This is an optimization exercise on Yosys and OpenROAD, whose aim is a short achievable clock period and few clock cycles, not a production implementation. At most, simulation tests tie the RTL to the original design; equivalence was not proved. No driver is modelled on the clock port, so clock power and skew are understated where the tree is cut down; a real chip needs a root buffer or a tree. Power is estimated from default activity; no workload was simulated.

==> build 52: inputs <==
## ssq_symdec
module ssq_symdec (
    input  wire        clk,
    input  wire        rst,
    input  wire        in_valid,
    output wire        in_ready,
    input  wire [7:0]  in_data,
    input  wire        in_last,
    output reg         out_valid,
    input  wire        out_ready,
    output reg  [7:0]  out_data,
    output reg         out_last,
    output reg  [1:0]  out_err,
    output reg  [15:0] out_err_pos,
    output reg  [7:0]  out_err_val,
    output reg  [2:0]  out_pad
);
Settings: LEC_CHECK=0, CAP_MARGIN=20, CORE_MARGIN=2, CORE_UTILIZATION=50, SETUP_SLACK_MARGIN=3.4, SLEW_MARGIN=20; clock period 5.0 ns.
standard.sh (not shown) runs the stock make flow with config.mk's settings and CLKGATE_MAP_FILE= SYNTH_SCRIPT=/design/flow/synth_recipe.tcl, a recipe that flattens the netlist after the stock synthesis.
==> flow/flow/run.sh <==
#!/bin/bash
# Standard layout, except that:
#  - the port buffers are buf_4 (the resizer sizes them later), and
#  - the clock tree is built by flow/tree.tcl (a two-level tree of clkinv_16)
#    in place of clock_tree_synthesis.
# Each step's output goes to a log file of its own in this folder.
set -euo pipefail
here=$(pwd)
ports="BUFFER_PORTS_ARGS=-buffer_cell sky130_fd_sc_hd__buf_4"

bash standard.sh synth > log_1_synth.txt 2>&1
bash standard.sh "$ports" place > log_2_place.txt 2>&1

# ORFS's scripts with cts.tcl swapped for ours, used for the CTS step only
rm -rf "$here/cts_scripts"
cp -r "$FLOW_HOME/scripts" "$here/cts_scripts"
cp "$here/flow/cts.tcl" "$here/cts_scripts/cts.tcl"
FLOW_TREE_TCL="$here/flow/tree.tcl" bash standard.sh "$ports" do-4_1_cts do-4_cts \
  SCRIPTS_DIR="$here/cts_scripts" > log_3_cts.txt 2>&1

bash standard.sh "$ports" finish > log_4_finish.txt 2>&1
Other scripts of this flow, unchanged in this note and not shown: flow/flow/cts.tcl, flow/flow/tree.tcl
==> trial 63 (differences from build 52) <==
--- a/flow/design.v
+++ b/flow/design.v
@@ -321,36 +321,31 @@
             lc <= sr;
         end
     end
     reg [8:0]    bq [0:BN-1];
     reg [BN-1:0] b_wp;
     reg [BN-1:0] b_rp;
     reg [BN-1:0] b_cnt;     
     wire         b_rd;      
-    reg [9*BN-1:0] bq_next;   
     integer m;
-    always @(*) begin
+    always @(posedge clk) begin
         for (m = 0; m < BN; m = m + 1) begin
-            bq_next[9*m +: 9] = bq[m];
             if (!wcnt[0]) begin
                 if (b_wp[m])
-                    bq_next[9*m +: 9] = w0;
+                    bq[m] <= w0;
                 else if (b_wp[(m + BN - 1) % BN] && !wcnt[1])
-                    bq_next[9*m +: 9] = w1;
+                    bq[m] <= w1;
                 else if (b_wp[(m + BN - 2) % BN] && (wcnt[3] | wcnt[4]))
-                    bq_next[9*m +: 9] = w2;
+                    bq[m] <= w2;
                 else if (b_wp[(m + BN - 3) % BN] && wcnt[4])
-                    bq_next[9*m +: 9] = w3;
+                    bq[m] <= w3;
             end
         end
     end
-    always @(posedge clk)
-        for (m = 0; m < BN; m = m + 1)
-            bq[m] <= bq_next[9*m +: 9];
     wire [BN-1:0] b_cnt_w = wcnt[1] ? {b_cnt[BN-2:0], 1'b1} :
                             wcnt[2] ? {b_cnt[BN-3:0], 2'b11} :
                             wcnt[3] ? {b_cnt[BN-4:0], 3'b111} :
                             wcnt[4] ? {b_cnt[BN-5:0], 4'b1111} : b_cnt;
     always @(posedge clk) begin
         if (rst) begin
             b_wp  <= {{(BN-1){1'b0}}, 1'b1};
             b_rp  <= {{(BN-1){1'b0}}, 1'b1};
@@ -360,29 +355,22 @@
                     wcnt[2] ? {b_wp[BN-3:0], b_wp[BN-1:BN-2]} :
                     wcnt[3] ? {b_wp[BN-4:0], b_wp[BN-1:BN-3]} :
                     wcnt[4] ? {b_wp[BN-5:0], b_wp[BN-1:BN-4]} : b_wp;
             if (b_rd)
                 b_rp <= {b_rp[BN-2:0], b_rp[BN-1]};
             b_cnt <= b_rd ? {1'b0, b_cnt_w[BN-1:1]} : b_cnt_w;
         end
     end
-    reg [8:0] b_head;
-    reg [8:0] hd_stay;      
-    reg [8:0] hd_move;      
+    reg [8:0] b_head;       
     always @(*) begin
-        hd_stay = 9'd0;
-        hd_move = 9'd0;
-        for (m = 0; m < BN; m = m + 1) begin
-            hd_stay = hd_stay | (bq_next[9*m +: 9] & {9{b_rp[m]}});
-            hd_move = hd_move | (bq_next[9*((m + 1) % BN) +: 9] & {9{b_rp[m]}});
-        end
+        b_head = 9'd0;
+        for (m = 0; m < BN; m = m + 1)
+            b_head = b_head | (bq[m] & {9{b_rp[m]}});
     end
-    always @(posedge clk)
-        b_head <= b_rd ? hd_move : hd_stay;
     reg [RW-1:0]  rq [0:RQS-1];
     reg [RQS-1:0] rq_wp;    
     reg [RQS-1:0] rq_rp;    
     reg [RW-1:0]  r_head;   
     wire          r_rd;     
     reg [RW-1:0] r_cur;
     reg [RW-1:0] r_nxt;
     integer j;
==> summary of the runs <==
Build 52 died in global routing. Trial 63 completed without violations. Against trial 63, the synthesized area of build 52 is higher by about 18%. Against build 52, the synthesized cell count of trial 63 is lower by 29%.
==> figures <==
item                                                                   build 52       trial 63
Outcome                                                          did not finish  no timing/DRC/antenna violations
Failing step                                                     global routing              -
Netlist area before placement                                       46040 sq um    39020 sq um
Top cell type by total area after synthesis                             dfxtp_1       edfxtp_1
XOR/XNOR share of the synthesized area                                  0.6278%        0.8979%
Simple logic cell fraction of the synthesized area                       17.42%         14.02%
Synthesized-area fraction occupied by ao, oa, aoi and oai cells          30.52%         19.40%
Height of the chip                                                307.4 microns  283.4 microns
Top-area cell type share of the netlist area                             29.87%         33.48%
Area post-placement                                                 48830 sq um    40360 sq um
# rows                                                                      111            102
Most numerous cell in the Yosys netlist                                 dfxtp_1       edfxtp_1
Synthesized instance count                                                 5474           3889
Number of placed cells counting well taps                                  6391           4672
Effective utilization at floorplan                                       50.30%         50.45%
Count of cell types in the netlist                                          102             70
Setup slack at placement                                               1.385 ns       2.082 ns
Mean post-synth cell area                                           8.410 sq um    10.03 sq um
Horizontal extent of the die                                      307.4 microns  283.4 microns
Portion of the post-synthesis area used by sequential elements           41.74%         55.28%
GPL Wtd Cong                                                              1.239          1.024
Count of flip-flops with a built-in enable after synthesis                  182            435
Estimated wirelength of the detail-placed design                 174500 microns  78970 microns
Post-synthesis mux area share                                            3.237%         6.073%
Function was not checked in any run of this note: the RTL went through the layout flow alone. The clock cells of trial 63 come from the design's own scripts or RTL, not from TritonCTS.

* * *

==> exp/lagoon: inputs <==
Another version of the RTL of ssq_symdec (not shown whole).
// ssq_symdec
module ssq_symdec (
    input  wire        clk,
    input  wire        rst,
    input  wire        in_valid,
    output wire        in_ready,
    input  wire [7:0]  in_data,
    input  wire        in_last,
    output reg         out_valid,
    input  wire        out_ready,
    output reg  [7:0]  out_data,
    output reg         out_last,
    output reg  [1:0]  out_err,
    output reg  [15:0] out_err_pos,
    output reg  [7:0]  out_err_val,
    output reg  [2:0]  out_pad
);
==> flow/config.mk <==
export PLATFORM = sky130hd
export DESIGN_NAME = ssq_symdec
export DESIGN_NICKNAME = ssq_symdec
export VERILOG_FILES = /design/flow/design.v
export SDC_FILE = /design/flow/constraint.sdc
export NUM_CORES = 4
export LEC_CHECK = 0
export CAP_MARGIN = 20
export CORE_MARGIN = 2
export CORE_UTILIZATION = 65
export SETUP_SLACK_MARGIN = 3.5
export SLEW_MARGIN = 20
==> flow/constraint.sdc <==
create_clock -name core_clock -period 5.0 [get_ports {clk}]
set_input_delay 1.0000 -clock core_clock [delete_from_list [all_inputs] [get_ports {clk}]]
set_output_delay 1.0000 -clock core_clock [all_outputs]
set_load 0.01 [all_outputs]
==> flow/flow/run.sh <==
#!/bin/bash
# Standard layout, except that:
#  - the port buffers are buf_4 (the resizer sizes them later), and
#  - the clock tree is built by flow/tree.tcl (a two-level tree of clkbuf_16)
#    in place of clock_tree_synthesis.
# Each step's output goes to a log file of its own in this folder.
set -euo pipefail
here=$(pwd)
ports="BUFFER_PORTS_ARGS=-buffer_cell sky130_fd_sc_hd__buf_4"

bash standard.sh synth > log_1_synth.txt 2>&1
bash standard.sh "$ports" place > log_2_place.txt 2>&1

# ORFS's scripts with cts.tcl swapped for ours, used for the CTS step only
rm -rf "$here/cts_scripts"
cp -r "$FLOW_HOME/scripts" "$here/cts_scripts"
cp "$here/flow/cts.tcl" "$here/cts_scripts/cts.tcl"
FLOW_TREE_TCL="$here/flow/tree.tcl" bash standard.sh "$ports" do-4_1_cts do-4_cts \
  SCRIPTS_DIR="$here/cts_scripts" > log_3_cts.txt 2>&1

bash standard.sh "$ports" finish > log_4_finish.txt 2>&1
Other scripts of this flow, unchanged in this note and not shown: flow/flow/cts.tcl, flow/flow/tree.tcl
==> exp/sierra: changes against exp/lagoon <==
--- a/flow/design.v
+++ b/flow/design.v
@@ -305,15 +305,14 @@
     reg [IW-1:0]    fq [0:RS-1];
     reg [RS-1:0]    f_wp;       
     reg [RS-1:0]    f_rp;       
     reg [DEPTH:0]   f_tot;      
     reg             pop_d;      
-    reg [DEPTH-1:0] f_mcnt;     
     reg [IW-1:0]    h;          
     reg             hv;
     wire            pop;
-    wire f_mempty = !f_mcnt[0];
+    wire f_mempty = |(f_wp & f_rp);
     wire to_h   = q3_v && f_mempty && (!hv || pop);
     wire to_m   = q3_v && !to_h;
     wire from_m = pop && !f_mempty;
     reg [IW-1:0] f_out;         
     integer j;
@@ -324,28 +323,26 @@
     end
     always @(posedge clk) begin
         for (j = 0; j < RS; j = j + 1)
             if (f_wp[j])
                 fq[j] <= q3_item;
-        h <= ({IW{from_m}} & f_out) | ({IW{to_h}} & q3_item) | ({IW{!from_m && !to_h}} & h);
+        if (from_m)
+            h <= f_out;
+        else if (to_h)
+            h <= q3_item;
         if (rst) begin
             f_wp   <= {{(RS-1){1'b0}}, 1'b1};
             f_rp   <= {{(RS-1){1'b0}}, 1'b1};
             f_tot  <= {(DEPTH+1){1'b0}};
-            f_mcnt <= {DEPTH{1'b0}};
             pop_d  <= 1'b0;
             hv     <= 1'b0;
         end else begin
             if (to_m)
                 f_wp <= {f_wp[RS-2:0], f_wp[RS-1]};
             if (from_m)
                 f_rp <= {f_rp[RS-2:0], f_rp[RS-1]};
             pop_d <= pop;
-            if (to_m && !from_m)
-                f_mcnt <= {f_mcnt[DEPTH-2:0], 1'b1};
-            else if (from_m && !to_m)
-                f_mcnt <= {1'b0, f_mcnt[DEPTH-1:1]};
             if (q3_v && !pop_d)
                 f_tot <= {f_tot[DEPTH-1:0], 1'b1};
             else if (pop_d && !q3_v)
                 f_tot <= {1'b0, f_tot[DEPTH:1]};
             hv <= pop ? (!f_mempty || q3_v) : (hv || q3_v);
CORE_UTILIZATION = 40   (was 65)
SETUP_SLACK_MARGIN = 3.3   (was 3.5)
==> summary.log <==
INFO  finish         drive_gt1_frac=0.1843
INFO  finish         fillers=6,616
INFO  drt            routed_wl=70.20mm
INFO  power          power.leakage=12.43nW
INFO  run_status     status=finished clean
INFO  power          pg_seq=7.32mW
(the above is from exp/sierra)
==> summary.log <==
INFO  power          pg_seq=7.42mW
INFO  drt            via_per_inst=6.450
INFO  power          power.leakage=13.15nW
INFO  finish         drive_gt1_frac=0.2619
INFO  finish         fillers=2,685
INFO  run_status     status=finished clean
(the above is from exp/lagoon)
Testbench counts of exp/lagoon, summed over its fixed seeds: cycles 69,251.
Testbench counts of exp/sierra, summed over its fixed seeds: cycles 69,251.
No run of this note takes its clock network from TritonCTS; it comes from the design's own scripts or RTL.

## what the ideal ports hide
The results above use ideal ports. As a check the final layouts listed here were re-extracted and re-timed, cells and wires unchanged. Step 1 assumes that a clkbuf_16 drives the clock port and a buf_2 every other input. Step 2, shift: input delay + t, output delay - t, t = (earliest + latest rising clock arrival at the registers) / 2. This alone moves slack from input paths to output paths. Slacks: ideal ports / drivers / drivers and shift; pairs: ideal ports / drivers.
run	t (ns)	slack for setup (ns)	worst setup path after step 2	worst register clock-pin slew, ns
trial 63	0.600	2.829 / 2.828 / 2.567	input to register	0.11 / 0.11
exp/lagoon	0.517	3.106 / 2.995 / 3.048	input to register	0.10 / 0.10
exp/sierra	0.526	2.989 / 2.959 / 2.892	input to register	0.10 / 0.10
After both steps every run listed still meets setup and hold. The setup slack of trial 63, which loses most, moves by -0.001 ns with the drivers and by -0.262 ns with both steps.
